Background: an optimization exercise with open tools, aiming at small area, a short achievable clock period and few clock cycles. Do not read the settings as production practice. Where RTL was checked, it was by simulation tests only, not by an equivalence proof against the original. For run 8, only the layout was checked, not whether the RTL still works. Power and IR drop assume default switching activity.

**flow/flow/run.sh**
```bash
#!/bin/bash
# The standard layout (the standard.sh), with every input and output
# port buffered by a plain buffer cell instead of the default choice.
set -e
export BUFFER_PORTS_ARGS="-buffer_cell sky130_fd_sc_hd__buf_2"
bash standard.sh > standard.log 2>&1
```
**flow/standard.sh**
```bash
#!/bin/bash
# synth_recipe.tcl (not shown) runs the flow's synth.tcl, then flattens the netlist and writes it again
# the make line also repeats each setting of config.mk as NAME=value (left out here)
make -C /OpenROAD-flow-scripts/flow DESIGN_CONFIG=/design/flow/config.mk WORK_HOME=/design/flow/orfs CLKGATE_MAP_FILE= SYNTH_SCRIPT=/design/flow/synth_recipe.tcl "${@:-finish}"
```
**flow/config.mk**
```make
export PLATFORM = sky130hd
export DESIGN_NAME = pov_core
export DESIGN_NICKNAME = pov_core
export VERILOG_FILES = /design/flow/design.v
export SDC_FILE = /design/flow/constraint.sdc
export NUM_CORES = 4
export LEC_CHECK = 0
export CAP_MARGIN = 20
export CORE_MARGIN = 2
export CORE_UTILIZATION = 40
export CTS_CLUSTER_DIAMETER = 60
export CTS_CLUSTER_SIZE = 30
export PLACE_DENSITY = 0.6
export SETUP_SLACK_MARGIN = 4.15
export SLEW_MARGIN = 20
```
**flow/constraint.sdc**
```tcl
create_clock -name core_clock -period 6.5 [get_ports {clk}]
set_input_delay 1.3000 -clock core_clock [delete_from_list [all_inputs] [get_ports {clk}]]
set_output_delay 1.3000 -clock core_clock [all_outputs]
set_load 0.01 [all_outputs]
```
**flow/design.v**
```verilog
module pov_core (
    input  wire        clk,
    input  wire        rst,           
    input  wire        cmd_valid,
    input  wire [39:0] cmd_word,
    output reg         cmd_ready,
    output reg         resp_valid,
    output wire [7:0]  resp_code,
    input  wire        tick_valid,
    output reg         tick_ready,
    output reg         led_data,
    output reg         led_clk,
    output reg         led_latch,
    output wire        led_oe,
    output reg  [3:0]  coil,
    output reg  [31:0] step_delay_ms,
    output reg         timer_armed
);
    assign led_oe = 1'b0;
    reg [127:0] ring;           
    reg [3:0]   rot;
    reg         clr;            
    reg [3:0]   write_end, read_front, read_back;
    reg [4:0]   pixel_step;     
    reg         pwrap;          
    reg         pb2;            
    reg [4:0]   highlighted;
    reg         underrun, dneg;
    reg [2:0]   phase_index;
    reg [3:0]   fsh;            
    reg [3:0]   bsh;            
    wire        halted = ~timer_armed;
    reg         busy;
    reg [3:0]   cyc;
    reg         tgo;            
    reg [6:0]   sh;
    reg         cw;             
    reg [3:0]   cnext;          
    reg         p_ophz;         
    reg [2:0]   p_op;           
    reg         p_zx;           
    reg         p_zf;           
    reg         p_zb1;          
    reg         p_z0h;          
    reg         p_a0;           
    reg         p_neg;          
    reg         p_e0;           
    reg         p_eff;          
    reg         p_elt;          
    reg         p_egt;          
    reg         p_lgt;          
    reg         rc7, rc1, rc0;
    assign resp_code = {rc7, 5'b00000, rc1, rc0};
    reg [24:0]  dm;
    reg [24:0]  dr;
    reg [2:0]   dj;             
    reg         dneg_r;         
    reg         dcy;            
    reg         dtop;           
    reg [5:0]   dcnt;           
    reg         drun;
    reg         dovf;           
    wire cmd_acc  = cmd_valid & cmd_ready;
    wire tick_acc = tick_valid & tick_ready;
    wire c15 = busy & (cyc == 4'd15);
    wire busy_n = tgo | (busy & ~c15);
    wire [3:0] cyc_n = tgo ? 4'd0 : cyc + 4'd1;
    wire       front_on = (pixel_step <= highlighted);
    wire [4:0] back_step = (pixel_step >= 5'd3) ? pixel_step - 5'd3 : pixel_step + 5'd23;
    wire       back_on  = (back_step <= highlighted);
    wire [3:0] fb = front_on ? fsh : 4'd0;
    wire [3:0] bb = back_on  ? bsh : 4'd0;
    wire [7:0] frame = {bb[3], fb[3], bb[2], fb[2], bb[1], fb[1], bb[0], fb[0]};
    wire       f_eq_w = (read_front == write_end);
    wire       fadv   = pwrap & ~f_eq_w;
    wire       ur_n   = underrun | (pwrap & f_eq_w);
    wire       badv   = pb2 & ~underrun;    
    reg [3:0] phase_pattern;
    always @(*) begin
        case (phase_index)
            3'd0: phase_pattern = 4'b0001;
            3'd1: phase_pattern = 4'b0011;
            3'd2: phase_pattern = 4'b0010;
            3'd3: phase_pattern = 4'b0110;
            3'd4: phase_pattern = 4'b0100;
            3'd5: phase_pattern = 4'b1100;
            3'd6: phase_pattern = 4'b1000;
            default: phase_pattern = 4'b1001;
        endcase
    end
    wire [7:0]  op  = cmd_word[39:32];
    wire [31:0] arg = cmd_word[31:0];
    wire [7:0]  sp_e = arg[30:23];
    wire        op1 = (op == 8'h01);
    wire        is1 = p_ophz & (p_op == 3'd1);
    wire        is2 = p_ophz & (p_op == 3'd2);
    wire        is3 = p_ophz & (p_op == 3'd3);
    wire        is4 = p_ophz & (p_op == 3'd4);
    wire        is5 = p_ophz & (p_op == 3'd5);
    wire        zhi   = p_zx & p_zf & p_zb1;             
    wire        z31_1 = zhi & p_z0h;                     
    wire        fz    = p_zf & p_zb1 & p_z0h & ~p_a0;    
    wire        sp_ok = ~p_neg & ~p_eff & ~(p_e0 & fz);
    wire        bad = (is1 & ~zhi) |
                      (is2 & ~z31_1) |
                      (is4 & ~sp_ok) |
                      (is5 & ~(z31_1 & ~p_a0));
    wire        illegal = ~(is1 | is2 | is3 | is4 | is5);
    wire        d_push = is1 & zhi;
    wire        d_dir  = is2 & z31_1;
    wire        d_hl   = is3;
    wire        d_hlsat = ~zhi | p_lgt;
    wire        d_sat  = is4 & sp_ok & p_elt;
    wire        d_zero = is4 & sp_ok & p_egt;
    wire        d_div  = is4 & sp_ok & ~p_elt & ~p_egt;
    wire        d_shut = is5 & z31_1 & ~p_a0;
    wire full    = (tgo & fadv) ? (read_front == write_end + 4'd1)
                                : (read_front == write_end + 4'd2);
    wire live    = cmd_acc & ~halted;
    wire push_ok = live & d_push & ~full;
    wire div_go  = live & d_div;
    wire d4      = (dj == 3'd4);
    wire dsat    = drun & d4 & (dcnt == 6'd34) & ~dsum[4];
    wire dlast   = drun & d4 & (dcnt == 6'd2);
    wire [4:0]  da   = {dr[3:0], dtop};
    wire [4:0]  db   = dneg_r ? dm[4:0] : ~dm[4:0];
    wire [5:0]  dsum = {1'b0, da} + {1'b0, db} + {5'd0, dcy};
    wire [7:0] p15d = push_ok ? arg[7:0] : (clr ? 8'd0 : ring[7:0]);
    wire       fcap = (tgo & fadv) ? (rot == read_front + 4'd1) : (rot == read_front);
    wire       bcap = (tgo & badv) ? (rot == read_back + 4'd1)  : (rot == read_back);
    wire div_busy_n = div_go | (drun & ~dlast);    
    wire tslot_n    = ~busy_n | (cyc_n[3:1] == 3'b111);
    wire cmd_rdy_n  = cmd_valid & ~cmd_acc & ~div_busy_n &
                      (~op1 | (rot + 4'd1 == write_end));
    wire tick_rdy_n = tslot_n & ~tick_acc;
    always @(posedge clk) begin
        ring <= {p15d, ring[127:8]};
        dr   <= cmd_ready ? 25'h0753000 : {dsum[4:0], dr[24:5]};
        dm   <= cmd_ready ? {2'b01, arg[22:0]} : {dm[4:0], dm[24:5]};
        dj   <= (cmd_ready | d4) ? 3'd0 : dj + 3'd1;
        dcy  <= cmd_ready | (d4 ? ~dsum[4] : dsum[5]);
        dtop <= ~cmd_ready & ~d4 & dr[4];
        if (cmd_ready)
            dneg_r <= 1'b0;
        else if (d4)
            dneg_r <= dsum[4];
        if (cmd_ready)
            dcnt <= arg[28:23];
        else if (d4)
            dcnt <= dcnt + 6'd1;
        p_ophz <= (op[7:3] == 5'd0);
        p_op   <= op[2:0];
        p_zx   <= (arg[31:23] == 9'd0);
        p_zf   <= (arg[22:16] == 7'd0);
        p_zb1  <= (arg[15:8] == 8'd0);
        p_z0h  <= (arg[7:1] == 7'd0);
        p_a0   <= arg[0];
        p_neg  <= arg[31];
        p_e0   <= (sp_e == 8'd0);
        p_eff  <= (sp_e == 8'hFF);
        p_elt  <= (sp_e < 8'd98);
        p_egt  <= (sp_e > 8'd130);
        p_lgt  <= (arg[7:0] > 8'd26);
        cyc <= cyc_n;
        if (cmd_acc & ~rst) begin
            if (halted)
                {rc7, rc1, rc0} <= 3'b110;
            else if (d_push & full)
                {rc7, rc1, rc0} <= 3'b001;
            else
                {rc7, rc1, rc0} <= {bad | illegal, 1'b0, bad};
        end
        if (tgo)
            cw <= ~ur_n;
        if (c15)
            cnext <= cw ? phase_pattern : coil;
        if (tgo)
            sh <= frame[6:0];
        else if (busy & cyc[0])
            sh <= {sh[5:0], 1'b0};
        if (rst) begin
            rot           <= 4'd0;
            clr           <= 1'b1;
            write_end     <= 4'd0;
            read_front    <= 4'd0;
            read_back     <= 4'd15;
            pixel_step    <= 5'd0;
            pwrap         <= 1'b0;
            pb2           <= 1'b0;
            highlighted   <= 5'd0;
            underrun      <= 1'b0;
            dneg          <= 1'b0;
            phase_index   <= 3'd0;
            fsh           <= 4'd0;
            bsh           <= 4'd0;
            timer_armed   <= 1'b1;
            step_delay_ms <= 32'd0;
            busy          <= 1'b0;
            tgo           <= 1'b0;
            led_data      <= 1'b0;
            led_clk       <= 1'b0;
            led_latch     <= 1'b0;
            coil          <= 4'd0;
            cmd_ready     <= 1'b0;
            tick_ready    <= 1'b0;
            resp_valid    <= 1'b0;
            drun          <= 1'b0;
            dovf          <= 1'b0;
        end else begin
            rot <= rot + 4'd1;
            if (rot == 4'd15)
                clr <= 1'b0;
            cmd_ready  <= cmd_rdy_n;
            tick_ready <= tick_rdy_n;
            if (fcap) fsh <= {p15d[6], p15d[4], p15d[2], p15d[0]};
            if (bcap) bsh <= {p15d[7], p15d[5], p15d[3], p15d[1]};
            resp_valid <= (cmd_acc & ~div_go) | dlast | dovf;
            dovf       <= dsat;
            if (push_ok)
                write_end <= write_end + 4'd1;
            if (live & d_dir)
                dneg <= arg[0];
            if (live & d_hl)
                highlighted <= d_hlsat ? 5'd26 : arg[4:0];
            if (live & d_shut)
                timer_armed <= 1'b0;
            if (live & d_sat)
                step_delay_ms <= 32'hFFFF_FFFF;
            else if (live & (d_zero | d_div))
                step_delay_ms <= 32'd0;
            else if (drun & d4)
                step_delay_ms <= {step_delay_ms[30:0], ~dsum[4]};
            if (dovf)
                step_delay_ms <= 32'hFFFF_FFFF;
            if (div_go)
                drun <= 1'b1;
            else if (dlast | dsat)
                drun <= 1'b0;
            tgo <= tick_acc & ~halted & ~(live & d_shut);
            if (tgo) begin
                phase_index <= dneg ? phase_index - 3'd1 : phase_index + 3'd1;
                pixel_step  <= pwrap ? 5'd0 : pixel_step + 5'd1;
                pwrap       <= (pixel_step == 5'd24);
                pb2         <= (pixel_step == 5'd1);
                if (fadv)
                    read_front <= read_front + 4'd1;
                underrun <= ur_n;    
                if (badv)
                    read_back <= read_back + 4'd1;
            end
            if (push_ok)
                underrun <= 1'b0;
            led_latch <= c15;
            busy <= busy_n;
            if (tgo) begin
                led_clk  <= 1'b0;
                led_data <= frame[7];
            end else if (busy) begin
                if (!cyc[0]) begin
                    led_clk <= 1'b1;
                end else begin
                    led_clk <= 1'b0;
                    if (!c15)
                        led_data <= sh[6];
                end
            end
            if (led_latch)
                coil <= cnext;
        end
    end
endmodule
```
==> results of run 1 <==
what timing repair did:
item,4_1_cts,5_1_grt
buffers inserted,17,10
endpoints found under the hold margin,0,0
pin swaps,5,11
hold buffers,0,0
gates cloned,2,0
setup endpoints to repair,45,49
gates resized for setup,46,59
power breakdown:
part	internal [mW]	switching (mW)	total (mW)
clock network	0.712	0.729	1.44
logic	0.275	0.258	0.532
registers	2.09	0.0752	2.16
total	3.08	1.06	4.14
cell families (layout without fill, tap and decap cells):
family,count (synthesis),after routing,share of synthesized area [%]
compound gates,167,167,10.43
xor+xnor,51,51,4.370
fa+ha+maj,35,35,4.287
buf+inv,80,187,3.316
flops,313,313,61.30
mux,40,40,4.169
other cells,1,6,0.03549
simple gates,248,248,12.09
cells in the mapped netlist, types with 5 or more instances:
cell	instances	area share [%]
clkbuf_1	36	1.3
dfxtp_1	292	55
buf_4	10	0.71
nand4_1	8	0.47
a211oi_1	5	0.36
a22oi_1	32	2.3
inv_1	25	0.89
edfxtp_1	21	6.0
a21o_1	5	0.36
o21a_1	6	0.43
nand3_1	24	1.1
xnor2_1	25	2.1
or2_2	7	0.41
and2_1	6	0.36
ha_1	33	3.9
nand2b_1	13	0.77
nor2b_1	40	2.4
mux2_2	28	3.0
a22o_1	10	0.83
mux2i_1	11	1.0
nor3_1	15	0.71
nor2_1	67	2.4
o21ai_0	19	0.90
nand2_1	38	1.4
a21oi_1	65	3.1
xor2_1	25	2.1
or4_1	5	0.36
nand3b_1	8	0.57
layout make-up:
class                      instances  area (µm²)
inverter                          25       93.84
clock buffer                      25       561.8
sequential                       313        6579
timing repair buffer             124       795.8
clock inverter                    13       196.4
tap                              335       419.2
multi-input combinational        547        3993
fill                            2392       13350
stage by stage:
step / std cells / hold slack, ps
after global placement: 1315 / 311.1
after detailed placement: 1315 / 312.1
after floorplan: 940 / 309.6
after global routing: 1382 / 320.8
final: 1382 / 306.6
after CTS: 1372 / 312.1
routing by layer:
metal	vias up	global-route usage [%]
li1	3407	-
met1	3236	20.92
met2	111	21.15
met3	25	2.353
met4	0	3.711
met5	-	0
state kept, by name, summed over array words and instances (netlist names), 4 cells and up:
| signal | count |
|---|---|
| bsh | 4 |
| cnext | 4 |
| coil | 4 |
| cyc | 4 |
| dcnt | 6 |
| dm | 25 |
| dr | 25 |
| fsh | 4 |
| highlighted | 5 |
| pixel_step | 5 |
| read_back | 4 |
| read_front | 4 |
| ring | 128 |
| rot | 4 |
| sh | 7 |
| step_delay_ms | 32 |
| write_end | 4 |
worst max-delay path: stages, from the launching register on:
cell	delay (ps)
dfxtp_4	360
buf_12	120
buf_6	110
cells in the final DEF, fill, tap and decap left out, drive strengths merged, types with 11 or more instances in the layout:
master	netlist	routed
buf	18	122
clkbuf	37	25
dfxtp	292	292
nand2b	13	13
mux2i	11	11
nor2	67	67
xor2	25	25
nor3	15	15
inv	25	32
nand2	38	38
ha	33	33
a21oi	65	65
nand3	25	25
xnor2	25	25
o21ai	19	19
nor2b	40	40
a22oi	32	32
edfxtp	21	21
mux2	29	29
worst min-delay path by stage:
stage / endpoint / depth (start not counted)
2_1_floorplan: ring[0] / 0
3_3_place_gp: ring[3] / 0
3_5_place_dp: ring[40] / 0
4_1_cts: ring[4] / 0
5_1_grt: ring[38] / 0
6_report: ring[4] / 0
==> impl_metrics.json, run 1 <==
{
  "place_hpwl_um": 13150,
  "ir_drop_v": 0.0002035,
  "initial_core_util_pct": 40.66,
  "cts_buffer_depth": 3,
  "grt_pass1_wl_um": 32300,
  "slew_viol_final": 0,
  "tightest_slew_ps": 840.7,
  "cts.htree.levels": 1,
  "gp_congestion": 0.7715,
  "clkLatencyLatePin_ps": 530,
  "period_minus_slack_ps": 2389,
  "dpl_worst_slack_ps": 3395,
  "synthArstFlopShare_pct": 0,
  "crit_path_start": "cmd_ready",
  "max_slew_margin_pct": 43.22,
  "wl_met1_um": 10190,
  "critPathKind": "reg -> out",
  "finalHoldViolations": 0,
  "power.leakage_nw": 4.970,
  "final.setup.tns_ps": 0,
  "place_area_mm2": 0.01129,
  "numPortBuffers": 89,
  "met2_length_um": 8743,
  "r2r-start": "pixel_step[0]",
  "min_from": "ring[12]",
  "drv_cap": 0,
  "hold_class": "reg -> reg",
  "setup_viol": 0,
  "ant_nets": 0,
  "area_growth_syn_to_layout_pct": 19.62,
  "synth_area_mm2": 0.01057,
  "cp-end-kind": "primary output",
  "drc": 0,
  "r2r_slack_ps": 4120,
  "syn_area_per_cell_um2": 11.30,
  "yosys_warnings": 1,
  "arrival_ps": 1090,
  "yosysSeqAreaShare_pct": 61.30,
  "vias_per_cell": 4.905,
  "vias": 6779,
  "synthCells": 935,
  "avgRoutedWirePerCell_um": 14.62,
  "clk_pin_slew_ps": 100,
  "worstPathMaxFanout": 2,
  "antenna_found_initial": 0,
  "ys_types": 60,
  "core_area_mm2": 0.02598,
  "grt_pass1_vias": 6199,
  "grt_max_degree": 64,
  "pin_count": 96,
  "grt.overflow.total": 0,
  "power_density_mw_per_mm2": 327.3,
  "rr_endpoint": "sh[5]",
  "fin_ws_ps": 4111,
  "drive_gt1_share_pct": 26.93,
  "synth-edff-count": 21,
  "reg2regPathDepth": 11,
  "post-route-util_pct": 48.64,
  "fmax_mhz": 418.7,
  "rows": 59,
  "dieArea_mm2": 0.02773,
  "firstDrtPassIters": 5,
  "cts_buffers": 21,
  "routed.top_layer": "met4",
  "crit_path_end": "cmd_ready",
  "drt_iter0_drc": 363,
  "grt_usage_pct": 14.06,
  "wl_met3_um": 863,
  "synth-main-ff-cell": "dfxtp_1",
  "run_status": "no timing/DRC/antenna violations",
  "skew_ps": 28.66,
  "nNetsFinal": 1111,
  "routed_wl_um": 20200,
  "period_share_pct": 36.75,
  "cts_sinks": 313,
  "rsz0062_at_grt": "yes",
  "crit_required_ps": 5200,
  "final_area_mm2": 0.01264,
  "root_buffer": "clkbuf_16",
  "synth_seq_cells": 313,
  "cts_tree": "done",
  "start_kind": "register",
  "p_total_mw": 4.137,
  "fp.dieW_um": 166.5,
  "diodes": 0,
  "die-height_um": 166.5
}
Testbench counts, summed over its fixed seeds: cycles 61,472.
==> run 2: changes to the inputs <==
--- a/flow/config.mk
+++ b/flow/config.mk
@@ -8,8 +8,6 @@
 export CAP_MARGIN = 20
 export CORE_MARGIN = 2
 export CORE_UTILIZATION = 40
-export CTS_CLUSTER_DIAMETER = 60
-export CTS_CLUSTER_SIZE = 30
 export PLACE_DENSITY = 0.6
 export SETUP_SLACK_MARGIN = 4.15
 export SLEW_MARGIN = 20
==> run 2 against run 1 <==
Net effect:
- clock skew decreased by 15 ps
- die area unchanged
- synthesized area unchanged
- sequential power about the same
- critical path depth unchanged
- still clean
- clock power increased by 24%
- maximum frequency decreased by 1.8%
- largest cell class unchanged
- final cell count increased by 2.5%
- critical endpoint unchanged
- synthesized cell count unchanged
- final area increased by 5.2%
- register-to-register slack about the same
==> impl_metrics.json, run 2 <==
{
  "run_status": "no timing/DRC/antenna violations",
  "final.setup.tns_ps": 0,
  "finalHoldViolations": 0,
  "vias": 6904,
  "period_minus_slack_ps": 2433,
  "cts_sinks": 313,
  "fillers": 2301,
  "dieArea_mm2": 0.02773,
  "slew_viol_final": 0,
  "skew_ps": 13.94,
  "synth_seq_cells": 313,
  "synthTopCellsByArea": "dfxtp_1 55%, edfxtp_1 6.0%, ha_1 3.9%",
  "die-height_um": 166.5,
  "avgRoutedWirePerCell_um": 14.76,
  "fmax_mhz": 411.0,
  "period_share_pct": 37.43,
  "initial_core_util_pct": 40.66,
  "power.leakage_nw": 5.239,
  "drc": 0,
  "worstPathMaxFanout": 2,
  "rr_endpoint": "sh[5]",
  "crit_required_ps": 5200,
  "internal_power_mw": 3.428,
  "nNetsFinal": 1137,
  "tightest_slew_ps": 804.6,
  "yosys_warnings": 1,
  "place_hpwl_um": 13150,
  "power_density_mw_per_mm2": 338.7,
  "ir_drop_v": 0.0002751,
  "root_buffer": "clkbuf_16",
  "largest_reg_flops": 128,
  "clk_pin_slew_ps": 60,
  "ys_top_cells_by_count": "292 x dfxtp_1, 67 x nor2_1, 65 x a21oi_1",
  "antenna_found_initial": 0,
  "area_growth_syn_to_layout_pct": 25.81,
  "cts_tree": "done",
  "numPortBuffers": 89,
  "synth-main-ff-cell": "dfxtp_1",
  "synth_simple_gate_area_share_pct": 12.09,
  "synth_top_area_cell": "dfxtp_1",
  "hold_class": "reg -> reg",
  "p_comb_share_pct": 12.3,
  "rows": 59,
  "r2r-start": "pixel_step[0]",
  "drt_iter0_drc": 358,
  "grt_pass1_wl_um": 33090,
  "arrival_ps": 1130,
  "largestRegisters": "ring (128), step_delay_ms (32)",
  "gp_congestion": 0.7715,
  "swShare_pct": 23.85,
  "grt_usage_pct": 14.43,
  "vias_per_cell": 4.872,
  "synth_top_family_by_area": "simple AND/OR/NAND/NOR gates",
  "synthArstFlopShare_pct": 0,
  "diodes": 0,
  "grt.overflow.total": 0,
  "cts.htree.levels": 1,
  "grt_pass1_vias": 6397,
  "drv_cap": 0,
  "yosysSeqAreaShare_pct": 61.30,
  "drive_gt1_share_pct": 29.57,
  "yosysMostFrequentCell": "dfxtp_1",
  "ant_nets": 0,
  "dpl_worst_slack_ps": 3395,
  "reg2regPathDepth": 11,
  "fin_ws_ps": 4067,
  "rsz0062_at_grt": "yes",
  "synth-edff-count": 21,
  "r2r_slack_ps": 4120,
  "yosysTopAreaCellShare_pct": 55.33,
  "synthAdderAreaFrac_pct": 4.287,
  "holdBufCountCts": 0,
  "synthMuxAreaShare_pct": 4.169,
  "clkLatencyLatePin_ps": 560,
  "cts_buffer_depth": 3,
  "firstDrtPassIters": 5,
  "max_slew_margin_pct": 45.66,
  "synth_xor_xnor_area_share_pct": 4.370,
  "synth_compound_area_share_pct": 10.43,
  "critPathKind": "reg -> out",
  "final_area_mm2": 0.01329,
  "cp-end-kind": "primary output",
  "pin_count": 96,
  "min_from": "ring[83]",
  "final_common_cell": "dfxtp_1",
  "grt_max_degree": 64,
  "cts_buffers": 31,
  "switchingPower_mw": 1.074,
  "start_kind": "register",
  "place_area_mm2": 0.01129,
  "syn_area_per_cell_um2": 11.30,
  "min_path_cells": 0,
  "hold_path_end": "ring[75]",
  "synthCells": 935,
  "routed_wl_um": 20910,
  "post-route-util_pct": 51.15,
  "fp.dieW_um": 166.5,
  "synth_area_mm2": 0.01057,
  "p_clk_share_pct": 39.4,
  "p_seq_share_pct": 48.2,
  "setup_viol": 0,
  "largest-register": "ring",
  "ys_types": 60,
  "core_area_mm2": 0.02598,
  "mostFrequentLayoutCells": "234 x dfxtp_1, 66 x nor2_1, 63 x a21oi_1"
}
## run 2: worst max-delay path by stage
stage,start,to,slack [ps],cells after the start
global route,pixel_step[4],sh[5],4000,12
floorplan,cmd_valid,fsh[1],4020,4
finish,cmd_ready,cmd_ready,4070,2
detailed placement,tgo,fsh[2],3400,8
global placement,tgo,fsh[1],3440,8
CTS,cmd_ready,cmd_ready,4040,2
## run 2: kinds of logic after synthesis
group | Yosys count
buf+inv | 80
other cells | 1
compound gates | 167
mux | 40
fa+ha+maj | 35
flops | 313
xor+xnor | 51
simple gates | 248
## run 2: power groups by stage
stage | sequential [mW] | clock, mW | combinational [mW]
detailed placement | 2.21 | 0 | 0.463
global route | 2.19 | 1.91 | 0.626
global placement | 2.21 | 0 | 0.451
finish | 2.17 | 1.78 | 0.556
floorplan | 2.18 | 0 | 0.371
CTS | 2.17 | 1.82 | 0.498
## run 2: critical path, stage by stage, from the launching register on
cell and delay, ps:
dfxtp_4 350, buf_12 120, buf_6 110
## run 2: cell type report
type / instances / area [µm²] / area share [%]
clock inverter: 13 / 137.6 / 1.035
sequential: 313 / 6584 / 49.53
timing repair buffer: 140 / 1137 / 8.557
multi-input combinational: 547 / 4024 / 30.27
clock buffer: 44 / 895.9 / 6.740
inverter: 25 / 93.84 / 0.7060
tap: 335 / 419.2 / 3.154
## run 2: what timing repair did
| item | 4_1_cts | 5_1_grt |
|---|---|---|
| gates cloned | 2 | 0 |
| gates resized for setup | 92 | 58 |
| pin swaps | 4 | 14 |
| endpoints found under the setup margin | 73 | 62 |
| buffers inserted | 24 | 19 |
## run 2: per-layer routing
| metal | vias up | routed length (µm) | track usage [%] |
|---|---|---|---|
| met5 | - | 0 | 0 |
| met4 | 0 | 388 | 3.973 |
| met3 | 29 | 808 | 2.495 |
| met2 | 127 | 9155 | 21.94 |
| met1 | 3292 | 10560 | 21.17 |
| li1 | 3456 | - | - |
## run 2: metrics by stage
step	total power, mW	instances	hold slack, ps
after detailed placement	2.676	1315	312.1
after floorplan	2.552	940	309.6
final	4.501	1417	319.2
after global placement	2.662	1315	311.1
after global routing	4.718	1417	328.5
after CTS	4.488	1398	320.9
==> run 3: changes to the inputs <==
==> flow/flow/run.sh (replaced) <==
#!/bin/bash
# The standard layout (the standard.sh), with every input and output
# port buffered by a plain buffer cell instead of the default choice.
set -e
export BUFFER_PORTS_ARGS="-buffer_cell sky130_fd_sc_hd__buf_1"
bash standard.sh > standard.log 2>&1
==> run 3 against run 2 <==
Net effect:
- count of clock-buffer cells in the layout down 2
- utilization is 1.4 points lower
- sequential share of layout area is 1.4 points higher
- critical path type is now reg -> reg
- largest cell class unchanged
==> impl_metrics.json, run 3 <==
{
  "mostFrequentLayoutCells": "235 x dfxtp_1, 67 x nor2_1, 63 x a21oi_1",
  "fmax_mhz": 419.9,
  "drive_gt1_share_pct": 24.53,
  "multi_input_area_mm2": 0.004048,
  "final.setup.tns_ps": 0,
  "synth-edff-count": 21,
  "clk_pin_slew_ps": 60,
  "grt_max_degree": 66,
  "core_area_mm2": 0.02598,
  "routed_wl_um": 20470,
  "fp.dieW_um": 166.5,
  "start_kind": "register",
  "yosysSeqAreaShare_pct": 61.30,
  "drv_cap": 0,
  "synthCells": 935,
  "synthTopCellsByArea": "dfxtp_1 55%, edfxtp_1 6.0%, ha_1 3.9%",
  "firstDrtPassIters": 5,
  "p_total_mw": 4.377,
  "setup_viol": 0,
  "max_slew_margin_pct": 37.20,
  "grt.overflow.total": 0,
  "min_from": "ring[31]",
  "worstPathMaxFanout": 3,
  "grtUsageMet2_pct": 22.01,
  "synth_top_family_by_area": "simple AND/OR/NAND/NOR gates",
  "root_buffer": "clkbuf_16",
  "busiest_layer": "met2",
  "cts.htree.levels": 1,
  "layout.area.seq_mm2": 0.006585,
  "drt_iter0_drc": 493,
  "cts_sinks": 313,
  "rsz0062_at_grt": "yes",
  "critPathKind": "reg -> reg",
  "cp-end-kind": "register",
  "cts_tree": "done",
  "finalHoldViolations": 0,
  "synth_compound_area_share_pct": 10.43,
  "synth_area_mm2": 0.01057,
  "arrival_ps": 2800,
  "grt_pass1_wl_um": 33150,
  "run_status": "no timing/DRC/antenna violations",
  "yosysTopAreaCellShare_pct": 55.33,
  "vias": 6787,
  "ant_nets": 0,
  "post-route-util_pct": 49.75,
  "ys_types": 60,
  "dieArea_mm2": 0.02773,
  "ys_top_cells_by_count": "292 x dfxtp_1, 67 x nor2_1, 65 x a21oi_1",
  "synth_seq_cells": 313,
  "slew_viol_final": 0,
  "fillers": 2341,
  "whs_ps": 319.7,
  "final_common_cell": "dfxtp_1",
  "grt_usage_pct": 14.31,
  "rows": 59,
  "antenna_found_initial": 0,
  "synth_xor_xnor_area_share_pct": 4.370,
  "holdBufCountCts": 0,
  "r2r-start": "pixel_step[4]",
  "area_growth_syn_to_layout_pct": 22.37,
  "crit_required_ps": 6910,
  "numPortBuffers": 89,
  "die-height_um": 166.5,
  "clkLatencyLatePin_ps": 550,
  "largest_reg_flops": 128,
  "synth-main-ff-cell": "dfxtp_1",
  "synthMuxAreaShare_pct": 4.169,
  "period_share_pct": 36.64,
  "yosys_warnings": 1,
  "synthAdderAreaFrac_pct": 4.287,
  "fin_ws_ps": 4118,
  "grt_pass1_vias": 6379,
  "synthArstFlopShare_pct": 0,
  "power.leakage_nw": 4.991,
  "place_hpwl_um": 13090,
  "drc": 0,
  "synth_simple_gate_area_share_pct": 12.09,
  "yosysMostFrequentCell": "dfxtp_1",
  "pin_count": 96,
  "power_density_mw_per_mm2": 338.6,
  "nNetsFinal": 1121,
  "largest-register": "ring",
  "dpl_worst_slack_ps": 3376,
  "largestRegisters": "ring (128), step_delay_ms (32)",
  "period_minus_slack_ps": 2382,
  "syn_area_per_cell_um2": 11.30,
  "avgRoutedWirePerCell_um": 14.62,
  "synth_top_area_cell": "dfxtp_1",
  "cts_buffers": 30,
  "vias_per_cell": 4.848,
  "r2r_slack_ps": 4120,
  "cts_buffer_depth": 3,
  "met3_usage_pct": 2.519,
  "skew_ps": 12.44,
  "hold_class": "reg -> reg",
  "gp_congestion": 0.7871,
  "crit_path_start": "pixel_step[4]",
  "tightest_slew_ps": 929.8,
  "grt_use_met1_pct": 20.90,
  "ir_drop_v": 0.0002237,
  "initial_core_util_pct": 40.66
}
run 3: routing by layer:
layer | vias up | wire (µm)
met2 | 105 | 9003
met3 | 31 | 792
met1 | 3225 | 10250
li1 | 3426 | -
met5 | - | 0
met4 | 0 | 422
run 3: metrics by stage:
stage	area (µm²)	instances
global route	12930	1399
floorplan	10670	940
global placement	11180	1315
detailed placement	11180	1315
finish	12930	1400
CTS	12540	1386
run 3: worst paths after layout:
kind	endpoint	depth (start not counted)
min	ring[23]	0
max	sh[3]	12
min reg2reg	ring[23]	0
max reg2reg	sh[3]	12
run 3: cell families (layout without fill, tap and decap cells):
| logic type | Yosys count | count (layout) |
|---|---|---|
| and+or+nand+nor | 248 | 248 |
| other | 1 | 7 |
| AOI/OAI and AO/OA | 167 | 167 |
| adders and majority gates | 35 | 35 |
| muxes | 40 | 40 |
| DFF | 313 | 313 |
| xor gates and xnor gates | 51 | 51 |
| buffers and inverters | 80 | 204 |
run 3: worst max-delay path: stages, from the launching register on:
cell and delay, ps:
dfxtp_4 350, nor3_4 200, o21ai_2 80, nor2_1 130
xor2_1 180, ha_1 260, nor2b_1 130, o21a_1 160
o21a_1 160, o21a_1 170, o22ai_2 110, and2_4 180
a22o_1 130
run 3: area by class of cell:
cell class / count / area share (%)
antenna: 1 / 0.01936
multi-input combinational: 547 / 31.31
timing repair buffer: 125 / 6.232
tap: 335 / 3.242
sequential: 313 / 50.93
clock inverter: 12 / 0.8323
inverter: 25 / 0.7258
clock buffer: 42 / 6.707
run 3: timing repair:
| item | CTS | global route |
|---|---|---|
| setup buffers | 17 | 13 |
| pin swaps | 11 | 18 |
| resized for setup | 123 | 59 |
| endpoints found under the setup margin | 78 | 71 |
run 3: where the power goes:
group          internal [mW]  total, mW  switching [mW]
Sequential              2.09       2.17          0.0740
Clock                  0.973       1.69           0.719
Combinational          0.258      0.520           0.262
==> run 4: changes to the inputs <==
--- a/flow/config.mk
+++ b/flow/config.mk
@@ -8,6 +8,8 @@
 export CAP_MARGIN = 20
 export CORE_MARGIN = 2
 export CORE_UTILIZATION = 40
+export CTS_CLUSTER_DIAMETER = 100
+export CTS_CLUSTER_SIZE = 25
 export PLACE_DENSITY = 0.6
-export SETUP_SLACK_MARGIN = 4.15
+export SETUP_SLACK_MARGIN = 4.0
 export SLEW_MARGIN = 20
==> run 4 against run 3 <==
Net effect:
- global-route usage down 0.51 points
- worst hold slack worse by 1.2 ps
- total power down 15%
- largest cell class unchanged
- count of clock-buffer cells in the layout down 20
- setup slack worse by 56 ps
- largest power group unchanged
- final area down 7.5%
- clock power down 37%
==> impl_metrics.json, run 4 <==
{
  "run_status": "no timing/DRC/antenna violations",
  "fp.dieW_um": 166.5,
  "area_growth_syn_to_layout_pct": 13.24,
  "die-height_um": 166.5,
  "largestRegisters": "ring (128), step_delay_ms (32)",
  "max_slew_margin_pct": 42.24,
  "p_total_mw": 3.719,
  "largest_reg_flops": 128,
  "cp-end-kind": "primary output",
  "synth_area_mm2": 0.01057,
  "yosysTopAreaCellShare_pct": 55.33,
  "r2r_slack_ps": 4080,
  "r2r-start": "write_end[3]",
  "drt_iter0_drc": 336,
  "diodes": 0,
  "period_minus_slack_ps": 2437,
  "cts_buffers": 16,
  "p_seq_share_pct": 58.2,
  "start_kind": "register",
  "swShare_pct": 24.52,
  "largest-register": "ring",
  "vias": 6540,
  "vias_per_cell": 4.830,
  "clkLatencyLatePin_ps": 510,
  "ys_types": 60,
  "cts.htree.levels": 1,
  "yosysSeqAreaShare_pct": 61.30,
  "tightest_slew_ps": 855.2,
  "setup_viol": 0,
  "yosys_warnings": 1,
  "rsz0062_at_grt": "yes",
  "layout.area.seq_mm2": 0.006511,
  "multi_input_area_mm2": 0.003913,
  "finalHoldViolations": 0,
  "min_from": "ring[67]",
  "root_buffer": "clkbuf_16",
  "skew_ps": 21.97,
  "fin_ws_ps": 4063,
  "grt.overflow.total": 0,
  "avgRoutedWirePerCell_um": 14.51,
  "fmax_mhz": 410.3,
  "mostFrequentLayoutCells": "276 x dfxtp_1, 87 x buf_1, 66 x nor2_1",
  "nNetsFinal": 1092,
  "firstDrtPassIters": 4,
  "hold_path_end": "ring[59]",
  "hold_class": "reg -> reg",
  "final_cells": 1354,
  "core_area_mm2": 0.02598,
  "grt_max_degree": 49,
  "drc": 0,
  "dieArea_mm2": 0.02773,
  "critPathKind": "reg -> out",
  "syn_area_per_cell_um2": 11.30,
  "final_common_cell": "dfxtp_1",
  "cts_sinks": 313,
  "min_path_cells": 0,
  "initial_core_util_pct": 40.66,
  "ant_nets": 0,
  "grt_usage_pct": 13.80,
  "rows": 59,
  "synth-edff-count": 21,
  "drv_cap": 0,
  "period_share_pct": 37.49,
  "antenna_found_initial": 0,
  "dpl_worst_slack_ps": 3076,
  "arrival_ps": 1140,
  "clk_pin_slew_ps": 90,
  "cts_buffer_depth": 3,
  "synthTopCellsByArea": "dfxtp_1 55%, edfxtp_1 6.0%, ha_1 3.9%",
  "final.setup.tns_ps": 0,
  "switchingPower_mw": 0.9119,
  "fillers": 2429,
  "numPortBuffers": 89,
  "place_inst": 1314,
  "slew_viol_final": 0,
  "grt_pass1_wl_um": 31800,
  "p_clk_share_pct": 28.4,
  "power_density_mw_per_mm2": 310.9,
  "crit_required_ps": 5200,
  "yosysMostFrequentCell": "dfxtp_1",
  "internal_power_mw": 2.807,
  "synth_seq_cells": 313,
  "gp_congestion": 0.8074,
  "ir_drop_v": 0.0001844,
  "p_comb_share_pct": 13.3,
  "pin_count": 96,
  "worstPathMaxFanout": 4,
  "synth_top_area_cell": "dfxtp_1",
  "reg2regPathDepth": 8,
  "place_hpwl_um": 12970,
  "power.leakage_nw": 4.417,
  "drive_gt1_share_pct": 11.78,
  "rr_endpoint": "fsh[3]",
  "ys_top_cells_by_count": "292 x dfxtp_1, 67 x nor2_1, 65 x a21oi_1",
  "synthCells": 935,
  "cts_tree": "done",
  "routed_wl_um": 19640,
  "whs_ps": 318.4,
  "synth-main-ff-cell": "dfxtp_1",
  "grt_pass1_vias": 6114,
  "synthArstFlopShare_pct": 0
}
run 4: worst max-delay path by stage:
stage                  startpoint        end  slack [ps]  cells past startpoint
floorplan               cmd_valid     fsh[0]        3990                      4
global route        pixel_step[2]      sh[3]        3940                     12
finish                  cmd_ready  cmd_ready        4060                      2
global placement              tgo     fsh[0]        3140                      7
CTS                 read_front[0]     fsh[3]        3990                      8
detailed placement            tgo     fsh[3]        3080                      7
run 4: final cells by class:
class / instances / share of cell area [%]
multi-input cells: 547 / 32.70
clock buffers: 22 / 3.535
well taps: 335 / 3.503
clock inverters: 2 / 0.2719
inverters: 25 / 0.7844
repair buffers: 110 / 4.779
flip-flops and latches: 313 / 54.42
run 4: per-layer routing:
layer | part of all wire [%] | global-route usage [%] | vias up
li1 | - | - | 3347
met3 | 3.2 | 1.996 | 26
met4 | 2.1 | 3.561 | 0
met2 | 44 | 21.60 | 90
met5 | 0 | 0 | -
met1 | 51 | 20.08 | 3077
run 4: kinds of logic after synthesis:
kind of cell	after synthesis	share of synthesized area (%)
AOI/OAI and AO/OA	167	10.43
xor gates and xnor gates	51	4.370
adders and majority gates	35	4.287
buffers and inverters	80	3.316
DFF	313	61.30
muxes	40	4.169
other	1	0.03549
and+or+nand+nor	248	12.09
run 4: worst max-delay path, cell delays in order (launching register included):
cell and delay [ps]:
dfxtp_4 380, buf_12 120, buf_2 130
run 4: power groups by stage:
stage	logic (mW)	registers, mW	clock network (mW)
3_5_place_dp	0.452	2.21	0
3_3_place_gp	0.449	2.21	0
6_report	0.495	2.17	1.06
2_1_floorplan	0.365	2.18	0
5_1_grt	0.565	2.19	1.17
4_1_cts	0.472	2.17	1.10
run 4: metrics by stage:
step	cell area (µm²)	util, %
2_1_floorplan	10600	-
3_3_place_gp	11150	42.90
3_5_place_dp	11150	42.90
4_1_cts	11810	45.45
5_1_grt	11960	46.04
6_report	11960	46.04
run 4: what timing repair did:
item,CTS,global route
hold buffers,0,0
pin swaps,2,9
buffers inserted,7,7
gates resized for setup,28,22
hold endpoints to repair,0,0
gates cloned,2,0
endpoints found under the setup margin,28,24
==> run 5: changes to the inputs <==
--- a/flow/config.mk
+++ b/flow/config.mk
@@ -13,3 +13,4 @@
 export PLACE_DENSITY = 0.6
 export SETUP_SLACK_MARGIN = 4.0
 export SLEW_MARGIN = 20
+export TNS_END_PERCENT = 0
==> run 5 against run 4 <==
Net effect:
- critical path depth fell by 1
- clock power barely moved
- final area fell by 0.57%
- non-clock buffer count fell by 1
- final cell count barely moved
- worst hold slack got worse by 2.1 ps
- synthesized cell count did not move
- register-to-register slack got worse by 50 ps
- sequential cell count did not move
- synthesized area did not move
- sequential share of layout area rose by 0.27 points
- critical endpoint is now led_latch
==> impl_metrics.json, run 5 <==
{
  "run_status": "no timing/DRC/antenna violations",
  "worst-path-stages": 1,
  "hold_class": "reg -> reg",
  "largestRegisters": "ring (128), step_delay_ms (32)",
  "cts_buffer_depth": 3,
  "drive_gt1_share_pct": 10.51,
  "numPortBuffers": 89,
  "synthTopCellsByArea": "dfxtp_1 55%, edfxtp_1 6.0%, ha_1 3.9%",
  "max_stage_delay_ps": 480,
  "p_seq_share_pct": 58.6,
  "drt_iter0_drc": 330,
  "final.setup.tns_ps": 0,
  "grt_pass1_wl_um": 31770,
  "swShare_pct": 24.43,
  "ir_drop_v": 0.0001843,
  "crit_path_start": "led_latch",
  "synthArstFlopShare_pct": 0,
  "internal_power_mw": 2.797,
  "root_buffer": "clkbuf_16",
  "switchingPower_mw": 0.9038,
  "r2r_slack_ps": 4030,
  "area_growth_syn_to_layout_pct": 12.60,
  "mostFrequentLayoutCells": "280 x dfxtp_1, 87 x buf_1, 67 x nor2_1",
  "synth_seq_cells": 313,
  "gp_congestion": 0.8074,
  "p_comb_share_pct": 12.8,
  "power.leakage_nw": 4.395,
  "ant_nets": 0,
  "rr_endpoint": "fsh[3]",
  "clk_pin_slew_ps": 110,
  "max_slew_margin_pct": 43.80,
  "synthCells": 935,
  "critPathKind": "reg -> out",
  "fp.dieW_um": 166.5,
  "synth_top_area_cell": "dfxtp_1",
  "cp_top_family": "flip-flops",
  "syn_area_per_cell_um2": 11.30,
  "clkLatencyLatePin_ps": 510,
  "ys_top_cells_by_count": "292 x dfxtp_1, 67 x nor2_1, 65 x a21oi_1",
  "period_share_pct": 38.00,
  "cts_sinks": 313,
  "crit_required_ps": 5200,
  "grt_usage_pct": 13.79,
  "yosysMostFrequentCell": "dfxtp_1",
  "place_hpwl_um": 12970,
  "antenna_found_initial": 0,
  "start_kind": "register",
  "avgRoutedWirePerCell_um": 14.42,
  "setup_viol": 0,
  "initial_core_util_pct": 40.66,
  "whs_ps": 316.3,
  "synth-edff-count": 21,
  "core_area_mm2": 0.02598,
  "tightest_slew_ps": 832.1,
  "r2r-start": "tgo",
  "drv_cap": 0,
  "slew_viol_final": 0,
  "yosysTopAreaCellShare_pct": 55.33,
  "vias_per_cell": 4.824,
  "finalHoldViolations": 0,
  "synth-main-ff-cell": "dfxtp_1",
  "final_common_cell": "dfxtp_1",
  "grt.overflow.total": 0,
  "skew_ps": 19.24,
  "synth_area_mm2": 0.01057,
  "vias": 6527,
  "yosys_warnings": 1,
  "ys_types": 60,
  "cp-end-kind": "primary output",
  "p_clk_share_pct": 28.6,
  "diodes": 0,
  "yosysSeqAreaShare_pct": 61.30,
  "grt_max_degree": 49,
  "grt_pass1_vias": 6094,
  "rows": 59,
  "period_minus_slack_ps": 2470,
  "cp_cell_sequence": "buf_1",
  "power_density_mw_per_mm2": 311.1,
  "routed_wl_um": 19510,
  "cts_buffers": 16,
  "critPathBufInv": 1,
  "firstDrtPassIters": 4,
  "holdBufCountCts": 0,
  "rsz0062_at_grt": "yes",
  "slowest_stage": "dfxtp_1",
  "reg2regPathDepth": 8,
  "nNetsFinal": 1091,
  "largest-register": "ring",
  "die-height_um": 166.5,
  "pin_count": 96,
  "arrival_ps": 1170,
  "crit_path_end": "led_latch",
  "fillers": 2446,
  "worstPathMaxFanout": 5,
  "largest_reg_flops": 128,
  "dieArea_mm2": 0.02773,
  "cts_tree": "done",
  "fmax_mhz": 404.8,
  "cts.htree.levels": 1,
  "drc": 0
}
## run 5: how the worst min path moves through the flow
stage                     startpoint         to  depth (start not counted)
after floorplan              ring[8]    ring[0]                          0
after detailed placement   ring[109]  ring[101]                          0
after global routing        ring[67]   ring[59]                          0
after global placement      ring[27]   ring[19]                          0
after CTS                   ring[67]   ring[59]                          0
final                       ring[67]   ring[59]                          0
## run 5: per-stage QoR
stage	instance area (µm²)	instances	utilization, %	power, mW	worst slack, ps
floorplan	10600	940	-	2.546	3988
global placement	11150	1314	42.90	2.659	3139
detailed placement	11150	1314	42.90	2.666	3076
CTS	11780	1344	45.33	3.735	3969
global route	11900	1353	45.78	3.904	3878
finish	11900	1353	45.78	3.700	4030
## run 5: area by class of cell
cell class | instances | area [µm²] | share of cell area [%]
clock buffers | 22 | 422.9 | 3.555
clock inverters | 2 | 32.53 | 0.2735
inverters | 25 | 93.84 | 0.7888
multi-input cells | 547 | 3857 | 32.43
flip-flops and latches | 313 | 6506 | 54.69
well taps | 335 | 419.2 | 3.523
repair buffers | 109 | 564.3 | 4.743
## run 5: timing repair
item / in CTS / in global routing
gates resized for setup: 23 / 13
pin swaps: 1 / 8
cloned: 2 / 0
setup endpoints to repair: 28 / 27
setup buffers: 4 / 9
## run 5: power by group through the flow
stage                     clock network (mW)  registers, mW  logic (mW)
after floorplan                            0           2.18       0.365
after global placement                     0           2.21       0.449
after detailed placement                   0           2.21       0.452
after CTS                               1.10           2.17       0.468
after global routing                    1.17           2.19       0.543
final                                   1.06           2.17       0.474
## run 5: cell families (layout without fill, tap and decap cells)
| logic type | count (synthesis) | after routing | synth area share [%] |
|---|---|---|---|
| compound gates | 167 | 167 | 10.43 |
| simple gates | 248 | 248 | 12.09 |
| buf+inv | 80 | 158 | 3.316 |
| xor+xnor | 51 | 51 | 4.370 |
| other cells | 1 | 6 | 0.03549 |
| mux | 40 | 40 | 4.169 |
| fa+ha+maj | 35 | 35 | 4.287 |
| flops | 313 | 313 | 61.30 |
## run 5: metal layers
layer	routed length [µm]	track usage [%]	share of wire, %
met1	9878	20.11	51
met2	8586	21.52	44
met5	0	0	0
met4	403	3.561	2.1
met3	637	1.996	3.3
==> run 6: changes to the inputs <==
--- a/flow/config.mk
+++ b/flow/config.mk
@@ -10,7 +10,6 @@
 export CORE_UTILIZATION = 40
 export CTS_CLUSTER_DIAMETER = 100
 export CTS_CLUSTER_SIZE = 25
-export PLACE_DENSITY = 0.6
+export PLACE_DENSITY = 0.75
 export SETUP_SLACK_MARGIN = 4.0
 export SLEW_MARGIN = 20
-export TNS_END_PERCENT = 0
==> run 6 against run 5 <==
Net effect:
- still clean
- sequential share of layout area is 0.24 points lower
- utilization up 0.24 points
- worst hold slack improved by 3.1 ps
- register-to-register slack better by 20 ps
- global-route usage is 0.12 points higher
- non-clock buffer count fell by 2
- setup slack better by 24 ps
- sequential power is essentially flat
- largest cell class unchanged
- largest power group unchanged
==> impl_metrics.json, run 6 <==
{
  "run_status": "no timing/DRC/antenna violations",
  "power_density_mw_per_mm2": 312.1,
  "vias_per_cell": 4.962,
  "cts_sinks": 313,
  "mostFrequentLayoutCells": "278 x dfxtp_1, 87 x buf_1, 66 x nor2_1",
  "max_slew_margin_pct": 36.45,
  "crit_required_ps": 6870,
  "synthTopCellsByArea": "dfxtp_1 55%, edfxtp_1 6.0%, ha_1 3.9%",
  "cp_cell_sequence": "inv_4 > ha_4 > xor2_2 > ha_1 > nor2b_4 > o21a_1 > o21a_1 > o21a_1 > o22ai_2 > and2_4 > a22o_1",
  "synth_seq_cells": 313,
  "ant_nets": 0,
  "place_hpwl_um": 13170,
  "rsz0062_at_grt": "yes",
  "power.leakage_nw": 4.404,
  "nNetsFinal": 1089,
  "core_area_mm2": 0.02598,
  "final_common_cell": "dfxtp_1",
  "skew_ps": 21.11,
  "largest-register": "ring",
  "slew_viol_final": 0,
  "rr_endpoint": "sh[5]",
  "cp_top_family": "compound AO/OA/AOI/OAI gates",
  "min_from": "ring[109]",
  "r2r_slack_ps": 4050,
  "p_total_mw": 3.731,
  "max_stage_delay_ps": 430,
  "r2r-start": "pixel_step[0]",
  "drive_gt1_share_pct": 11.33,
  "largestRegisters": "ring (128), step_delay_ms (32)",
  "cts.htree.levels": 1,
  "rows": 59,
  "holdBufCountCts": 0,
  "ys_types": 60,
  "root_buffer": "clkbuf_16",
  "drc": 0,
  "yosys_warnings": 1,
  "synth-main-ff-cell": "dfxtp_1",
  "synthCells": 935,
  "period_share_pct": 37.63,
  "period_minus_slack_ps": 2446,
  "initial_core_util_pct": 40.66,
  "min_path_cells": 0,
  "grt_max_degree": 59,
  "dpl_worst_slack_ps": 3085,
  "critPathKind": "reg -> reg",
  "fin_ws_ps": 4054,
  "cts_buffer_depth": 3,
  "avgRoutedWirePerCell_um": 14.85,
  "arrival_ps": 2820,
  "routed_wl_um": 20060,
  "drv_cap": 0,
  "final.setup.tns_ps": 0,
  "synth_top_area_cell": "dfxtp_1",
  "hold_path_end": "ring[101]",
  "synthArstFlopShare_pct": 0,
  "drt_iter0_drc": 392,
  "antenna_found_initial": 1,
  "synth-edff-count": 21,
  "yosysMostFrequentCell": "dfxtp_1",
  "die-height_um": 166.5,
  "numPortBuffers": 89,
  "grt_usage_pct": 13.91,
  "cp-end-kind": "register",
  "vias": 6703,
  "grt_pass1_wl_um": 32240,
  "finalHoldViolations": 0,
  "tightest_slew_ps": 941.0,
  "whs_ps": 319.4,
  "cts_tree": "done",
  "cts_buffers": 16,
  "hold_class": "reg -> reg",
  "fmax_mhz": 408.9,
  "grt.overflow.total": 0,
  "syn_area_per_cell_um2": 11.30,
  "ir_drop_v": 0.0001625,
  "largest_reg_flops": 128,
  "yosysTopAreaCellShare_pct": 55.33,
  "slowest_stage": "dfxtp_4",
  "firstDrtPassIters": 5,
  "ys_top_cells_by_count": "292 x dfxtp_1, 67 x nor2_1, 65 x a21oi_1",
  "worstPathMaxFanout": 8,
  "clkLatencyLatePin_ps": 500,
  "dieArea_mm2": 0.02773,
  "yosysSeqAreaShare_pct": 61.30,
  "pin_count": 96,
  "timing.critical_path.mode_cell": "o21a_1",
  "start_kind": "register",
  "reg2regPathDepth": 11,
  "critPathBufInv": 1,
  "synth_area_mm2": 0.01057,
  "grt_pass1_vias": 6459,
  "setup_viol": 0,
  "gp_congestion": 0.8082,
  "area_growth_syn_to_layout_pct": 13.18,
  "fp.dieW_um": 166.5,
  "clk_pin_slew_ps": 100
}
-- run 6: area by class of cell --
class | count | area [µm²]
fill | 2382 | 14030
sequential | 313 | 6511
multi-input combinational | 547 | 3918
timing repair buffer | 107 | 550.5
clock buffer | 22 | 444.2
tap | 335 | 419.2
inverter | 25 | 96.34
clock inverter | 1 | 16.27
antenna | 1 | 2.502
-- run 6: timing repair --
| item | CTS | global route |
|---|---|---|
| pin swaps | 3 | 6 |
| endpoints found under the setup margin | 27 | 17 |
| gates resized for setup | 27 | 24 |
| setup buffers | 6 | 5 |
| cloned | 2 | 0 |
-- run 6: worst max-delay path by stage --
stage               cells past startpoint          start     end  slack (ps)
floorplan                               4      cmd_valid  fsh[0]        3990
global placement                        7            tgo  fsh[1]        3180
detailed placement                      7            tgo  fsh[2]        3090
CTS                                    11  pixel_step[0]   sh[5]        4000
global route                           11  pixel_step[0]   sh[5]        3960
finish                                 11  pixel_step[0]   sh[5]        4050
-- run 6: where the power goes --
part           switching (mW)  internal, mW  leakage [nW]
Clock                   0.577         0.485         0.222
Combinational           0.257         0.242          1.61
Sequential             0.0789          2.09          2.57
Total                   0.913          2.82          4.40
-- run 6: logic make-up after synthesis --
| logic type | share of synthesized area [%] |
|---|---|
| compound gates | 10.43 |
| fa+ha+maj | 4.287 |
| buf+inv | 3.316 |
| mux | 4.169 |
| simple gates | 12.09 |
| xor+xnor | 4.370 |
| other cells | 0.03549 |
| flops | 61.30 |
-- run 6: layer usage --
metal	wire length (µm)	global-route usage [%]
met2	9184	22.84
met4	517	4.010
met1	9553	18.91
met3	803	2.448
met5	0	0
-- run 6: through the flow --
| step | std cells | utilization (%) | instance area, µm² |
|---|---|---|---|
| after floorplan | 940 | - | 10600 |
| after global placement | 1314 | 42.90 | 11150 |
| after detailed placement | 1314 | 42.90 | 11150 |
| after CTS | 1345 | 45.43 | 11810 |
| after global routing | 1350 | 46.01 | 11960 |
| final | 1351 | 46.02 | 11960 |
==> run 7: changes to the inputs <==
--- a/flow/config.mk
+++ b/flow/config.mk
@@ -10,6 +10,6 @@
 export CORE_UTILIZATION = 40
 export CTS_CLUSTER_DIAMETER = 100
 export CTS_CLUSTER_SIZE = 25
-export PLACE_DENSITY = 0.75
-export SETUP_SLACK_MARGIN = 4.0
+export PLACE_DENSITY = 0.6
+export SETUP_SLACK_MARGIN = 4.15
 export SLEW_MARGIN = 20
==> run 7 against run 6 <==
Net effect:
- final cell count increased by 1.3%
- sequential cell count unchanged
- non-clock buffer count rose by 19
- wire length shrank 0.75%
- sequential share of layout area down 0.66 points
- synthesized cell count unchanged
- register-to-register slack better by 60 ps
- clock power about the same
- count of clock-buffer cells in the layout down 1
- critical path type unchanged
- largest power group unchanged
- highest routed layer unchanged
==> impl_metrics.json, run 7 <==
{
  "cts_buffer_depth": 3,
  "hold_class": "reg -> reg",
  "dpl_worst_slack_ps": 3376,
  "crit_required_ps": 6870,
  "nNetsFinal": 1108,
  "ys_types": 60,
  "reg2regPathDepth": 12,
  "yosysSeqAreaShare_pct": 61.30,
  "synthCells": 935,
  "cts_tree": "done",
  "drc": 0,
  "grt_pass1_vias": 6178,
  "cts.htree.levels": 1,
  "min_from": "ring[56]",
  "syn_area_per_cell_um2": 11.30,
  "place_hpwl_um": 13090,
  "numPortBuffers": 89,
  "synth-main-ff-cell": "dfxtp_1",
  "synth-edff-count": 21,
  "cts_buffers": 16,
  "ir_drop_v": 0.0002623,
  "period_minus_slack_ps": 2390,
  "r2r-start": "pixel_step[4]",
  "hold_path_end": "ring[48]",
  "yosysMostFrequentCell": "dfxtp_1",
  "grt_max_degree": 66,
  "final_common_cell": "dfxtp_1",
  "final_cells": 1369,
  "yosysTopAreaCellShare_pct": 55.33,
  "synth_area_mm2": 0.01057,
  "arrival_ps": 2760,
  "rsz0062_at_grt": "yes",
  "p_total_mw": 3.734,
  "core_area_mm2": 0.02598,
  "place_inst": 1315,
  "drt_iter0_drc": 390,
  "mostFrequentLayoutCells": "246 x dfxtp_1, 67 x nor2_1, 63 x a21oi_1",
  "yosys_warnings": 1,
  "grt_pass1_wl_um": 32240,
  "grt.overflow.total": 0,
  "synthTopCellsByArea": "dfxtp_1 55%, edfxtp_1 6.0%, ha_1 3.9%",
  "die-height_um": 166.5,
  "drive_gt1_share_pct": 20.99,
  "fmax_mhz": 418.4,
  "skew_ps": 17.53,
  "antenna_found_initial": 0,
  "min_path_cells": 0,
  "fp.dieW_um": 166.5,
  "period_share_pct": 36.77,
  "largestRegisters": "ring (128), step_delay_ms (32)",
  "post-route-util_pct": 47.05,
  "start_kind": "register",
  "setup_viol": 0,
  "synth_seq_cells": 313,
  "power_density_mw_per_mm2": 305.4,
  "ant_nets": 0,
  "vias_per_cell": 4.870,
  "run_status": "no timing/DRC/antenna violations",
  "finalHoldViolations": 0,
  "synth_top_area_cell": "dfxtp_1",
  "cts_sinks": 313,
  "cp-end-kind": "register",
  "clkLatencyLatePin_ps": 510,
  "grt_usage_pct": 13.90,
  "largest-register": "ring",
  "r2r_slack_ps": 4110,
  "avgRoutedWirePerCell_um": 14.54,
  "rows": 59,
  "pin_count": 96,
  "routed_wl_um": 19910,
  "dieArea_mm2": 0.02773,
  "fin_ws_ps": 4110,
  "power.leakage_nw": 4.681,
  "final.setup.tns_ps": 0,
  "firstDrtPassIters": 4,
  "initial_core_util_pct": 40.66,
  "worstPathMaxFanout": 3,
  "fillers": 2403,
  "drv_cap": 0,
  "diodes": 0,
  "rr_endpoint": "sh[3]",
  "slew_viol_final": 0,
  "max_slew_margin_pct": 35.24,
  "ys_top_cells_by_count": "292 x dfxtp_1, 67 x nor2_1, 65 x a21oi_1",
  "synthArstFlopShare_pct": 0,
  "area_growth_syn_to_layout_pct": 15.72,
  "gp_congestion": 0.7871,
  "tightest_slew_ps": 958.9,
  "root_buffer": "clkbuf_16",
  "critPathKind": "reg -> reg",
  "largest_reg_flops": 128,
  "clk_pin_slew_ps": 90,
  "vias": 6667
}
run 7: cell counts after synthesis:
No cell type changed its count.
run 7: worst max-delay path by stage:
stage	slack [ps]	start	endpoint	cells after the start
finish	4110	pixel_step[4]	sh[3]	12
detailed placement	3380	tgo	fsh[3]	8
CTS	4080	pixel_step[3]	sh[3]	12
floorplan	4020	cmd_valid	fsh[1]	4
global placement	3480	tgo	fsh[3]	8
global route	3960	pixel_step[4]	sh[3]	12
run 7: where the power goes:
| part | switching (mW) | internal, mW | leakage, nW |
|---|---|---|---|
| Sequential | 0.0728 | 2.09 | 2.59 |
| Clock | 0.587 | 0.465 | 0.217 |
| Combinational | 0.261 | 0.260 | 1.87 |
| Total | 0.921 | 2.81 | 4.68 |
run 7: what timing repair did:
item | CTS | global route
hold buffers | 0 | 0
pin swaps | 10 | 17
gates resized for setup | 84 | 58
gates cloned | 0 | 0
setup buffers | 17 | 14
hold endpoints to repair | 0 | 0
setup endpoints to repair | 71 | 73
run 7: final cells by class:
type	instances	area [µm²]	area share, %
clock inverters	2	32.53	0.2661
repair buffers	126	689.4	5.639
clock buffers	21	419.2	3.429
well taps	335	419.2	3.429
multi-input cells	547	3995	32.68
flip-flops and latches	313	6576	53.79
inverters	25	93.84	0.7676
run 7: logic make-up after synthesis:
kind of cell	after synthesis	synth area share (%)
DFF	313	61.30
and+or+nand+nor	248	12.09
AOI/OAI and AO/OA	167	10.43
buffers and inverters	80	3.316
xor gates and xnor gates	51	4.370
muxes	40	4.169
adders and majority gates	35	4.287
other	1	0.03549
run 7: layer usage:
metal | GRT usage, % | wire length, µm | share of wire, % | vias to the layer above
met5 | 0 | 0 | 0 | -
met4 | 2.811 | 246 | 1.2 | 0
met3 | 2.210 | 797 | 4.0 | 12
met2 | 21.43 | 8721 | 44 | 111
met1 | 20.68 | 10140 | 51 | 3164
li1 | - | - | - | 3380
run 7: stage by stage:
step           cell area, µm²  hold WS (ps)
2_1_floorplan           10670         309.6
3_3_place_gp            11180         310.1
3_5_place_dp            11180         312.1
4_1_cts                 11940         317.5
5_1_grt                 12230         318.2
6_report                12230         314.3
run 7: critical path: stages (launching register included):
cell and delay [ps]:
dfxtp_4 370, nor3_4 200, o21ai_2 80, nor2_1 130, xor2_1 170, ha_1 260, nor2b_1 130, o21a_1 160
o21a_1 160, o21a_1 170, o22ai_2 110, and2_4 180, a22o_1 140
==> run 8: changes to the inputs <==
--- a/flow/design.v
+++ b/flow/design.v
@@ -60,7 +60,7 @@
     reg [5:0]   dcnt;           
     reg         drun;
     reg         dovf;           
-    wire cmd_acc  = cmd_valid & cmd_ready;
+    wire cmd_acc  = cmd_ready;
     wire tick_acc = tick_valid & tick_ready;
     wire c15 = busy & (cyc == 4'd15);
     wire busy_n = tgo | (busy & ~c15);
==> run 8 against run 7 <==
Net effect:
- clock skew shrank 3.6 ps
- register-to-register slack lost 120 ps
- combinational power grew 2%
- setup slack lost 120 ps
- utilization grew 0.20 points
- sequential cell count is the same
- global-route usage grew 0.076 points
- count of clock-buffer cells in the layout grew 1
- critical path type unchanged
==> impl_metrics.json, run 8 <==
{
  "run_status": "no timing/DRC/antenna violations",
  "cts_tree": "done",
  "largest_reg_flops": 128,
  "timing.critical_path.mode_cell": "o21a_1",
  "fillers": 2398,
  "post-route-util_pct": 47.25,
  "yosysTopAreaCellShare_pct": 55.65,
  "synth-edff-count": 21,
  "fin_ws_ps": 3991,
  "drive_gt1_share_pct": 20.97,
  "critPathBufInv": 0,
  "drt_iter0_drc": 361,
  "slowest_stage": "dfxtp_4",
  "rows": 59,
  "crit_required_ps": 6860,
  "yosysSeqAreaShare_pct": 61.66,
  "synthCells": 931,
  "swShare_pct": 24.61,
  "rsz0062_at_grt": "yes",
  "antenna_found_initial": 0,
  "area_growth_syn_to_layout_pct": 16.55,
  "power_density_mw_per_mm2": 306.6,
  "pin_count": 96,
  "p_comb_share_pct": 14.1,
  "switchingPower_mw": 0.9237,
  "largest-register": "ring",
  "place_hpwl_um": 12990,
  "mostFrequentLayoutCells": "241 x dfxtp_1, 66 x nor2_1, 61 x a21oi_1",
  "p_seq_share_pct": 57.7,
  "yosys_warnings": 1,
  "internal_power_mw": 2.829,
  "synth_seq_cells": 313,
  "avgRoutedWirePerCell_um": 14.46,
  "initial_core_util_pct": 40.54,
  "numPortBuffers": 89,
  "cts_sinks": 313,
  "period_minus_slack_ps": 2509,
  "clk_pin_slew_ps": 100,
  "grt.overflow.total": 0,
  "period_share_pct": 38.60,
  "routed_wl_um": 19810,
  "synthArstFlopShare_pct": 0,
  "p_clk_share_pct": 28.2,
  "tightest_slew_ps": 947.3,
  "finalHoldViolations": 0,
  "slew_viol_final": 0,
  "root_buffer": "clkbuf_16",
  "synthTopCellsByArea": "dfxtp_1 56%, edfxtp_1 6.0%, ha_1 3.9%",
  "gp_congestion": 0.8089,
  "max_stage_delay_ps": 370,
  "synth-main-ff-cell": "dfxtp_1",
  "worstPathMaxFanout": 3,
  "start_kind": "register",
  "power.leakage_nw": 4.702,
  "firstDrtPassIters": 4,
  "cts_buffers": 16,
  "arrival_ps": 2870,
  "vias_per_cell": 4.850,
  "cp-end-kind": "register",
  "setup_viol": 0,
  "cp_top_family": "compound AO/OA/AOI/OAI gates",
  "ys_top_cells_by_count": "292 x dfxtp_1, 68 x nor2_1, 64 x a21oi_1",
  "cp_cell_sequence": "nor3_4 > o21ai_2 > nor2_1 > xor2_1 > ha_1 > nor2b_1 > o21a_1 > o21a_1 > o21a_1 > o22ai_2 > and2_4 > a22o_1",
  "syn_area_per_cell_um2": 11.28,
  "cts_buffer_depth": 3,
  "grt_pass1_wl_um": 31880,
  "yosysMostFrequentCell": "dfxtp_1",
  "ys_types": 56,
  "dieArea_mm2": 0.02757,
  "skew_ps": 13.90,
  "synth_area_mm2": 0.01050,
  "nNetsFinal": 1108,
  "grt_max_degree": 72,
  "ir_drop_v": 0.0002840,
  "drv_cap": 0,
  "final.setup.tns_ps": 0,
  "fmax_mhz": 398.5,
  "vias": 6645,
  "die-height_um": 166.1,
  "drc": 0,
  "grt_pass1_vias": 6123,
  "core_area_mm2": 0.02591,
  "synth_top_area_cell": "dfxtp_1",
  "dpl_worst_slack_ps": 3291,
  "clkLatencyLatePin_ps": 500,
  "hold_class": "reg -> reg",
  "final_common_cell": "dfxtp_1",
  "fp.dieW_um": 166.1,
  "diodes": 0,
  "holdBufCountCts": 0,
  "grt_usage_pct": 13.98,
  "max_slew_margin_pct": 36.02,
  "ant_nets": 0,
  "largestRegisters": "ring (128), step_delay_ms (32)",
  "critPathKind": "reg -> reg",
  "cts.htree.levels": 1
}
[run 8: per-layer routing]
layer	wire length [µm]	vias to the layer above	track usage, %
li1	-	3368	-
met1	10070	3144	20.73
met2	8777	111	21.79
met3	576	22	1.835
met4	385	0	3.138
met5	0	-	0
[run 8: cell type report]
| cell class | count | area [µm²] | share of cell area, % |
|---|---|---|---|
| clock buffer | 22 | 422.9 | 3.455 |
| clock inverter | 2 | 32.53 | 0.2657 |
| tap | 335 | 419.2 | 3.424 |
| multi-input combinational | 539 | 3892 | 31.80 |
| sequential | 313 | 6578 | 53.73 |
| timing repair buffer | 128 | 780.7 | 6.378 |
| inverter | 31 | 116.4 | 0.9505 |
[run 8: worst paths after layout]
check / start / endpoint / slack (ps) / cells after the start
worst min-delay path: ring[30] / ring[22] / 320 / 0
worst max register to register: pixel_step[4] / sh[3] / 3990 / 12
worst min register to register: ring[30] / ring[22] / 320 / 0
worst max-delay path: pixel_step[4] / sh[3] / 3990 / 12
[run 8: kinds of logic after synthesis]
logic type,Yosys count,synth area share [%]
xor+xnor,51,4.324
buf+inv,84,3.550
flops,313,61.66
fa+ha+maj,35,4.312
compound gates,171,10.52
mux,40,4.181
other cells,1,0.03570
simple gates,236,11.42
[run 8: power by group through the flow]
| stage | clock, mW | combinational (mW) | sequential, mW |
|---|---|---|---|
| 2_1_floorplan | 0 | 0.370 | 2.18 |
| 3_3_place_gp | 0 | 0.452 | 2.21 |
| 3_5_place_dp | 0 | 0.459 | 2.21 |
| 4_1_cts | 1.09 | 0.493 | 2.16 |
| 5_1_grt | 1.17 | 0.596 | 2.18 |
| 6_report | 1.06 | 0.531 | 2.16 |
[run 8: metrics by stage]
step           hold WS [ps]  std cells  power, mW  instance area (µm²)
5_1_grt               323.7       1370      3.952                12240
6_report              317.4       1370      3.753                12240
2_1_floorplan         309.6        936      2.551                10580
3_3_place_gp          311.0       1312      2.662                11100
3_5_place_dp          312.1       1312      2.672                11100
4_1_cts               319.7       1362      3.749                11980
[run 8: what timing repair did]
action                                  in CTS  in global routing
endpoints found under the setup margin      50                 99
pin swaps                                   18                 17
cloned                                       2                  0
buffers inserted                            24                  8
gates resized for setup                     66                 83

[re-timing with driven ports]
In the flow no input, the clock included, has a driving cell. The finished layouts below were timed again as built, in two steps.
Step 1: set_driving_cell puts a clkbuf_16 on clk and a buf_2 on each other input, an assumption about the parent block.
Step 2, shift: input delay + t, output delay - t, t = (earliest + latest rising clock arrival at the registers) / 2. This alone moves slack from input paths to output paths.
Slacks: ideal / step 1 / step 2; pairs: ideal / step 1.
run	t (ns)	slack for setup (ns)	worst setup path at the end	pins driven straight from the clock port
run 1	0.563	4.111 / 4.066 / 3.762	input to register	1
run 2	0.601	4.067 / 4.020 / 3.733	input to register	1
run 3	0.591	4.118 / 4.110 / 3.742	input to register	1
run 4	0.546	4.063 / 4.018 / 3.604	input to register	1
run 5	0.544	4.030 / 3.984 / 3.606	input to register	1
run 6	0.532	4.054 / 4.013 / 3.583	input to register	1
run 7	0.538	4.110 / 4.110 / 3.749	input to register	1
run 8	0.538	3.991 / 3.991 / 3.744	input to register	1
After both steps setup and hold are still met in every run listed. For run 6, which loses most, drivers alone change the setup slack by -0.041 ns; drivers and shift together by -0.471 ns.
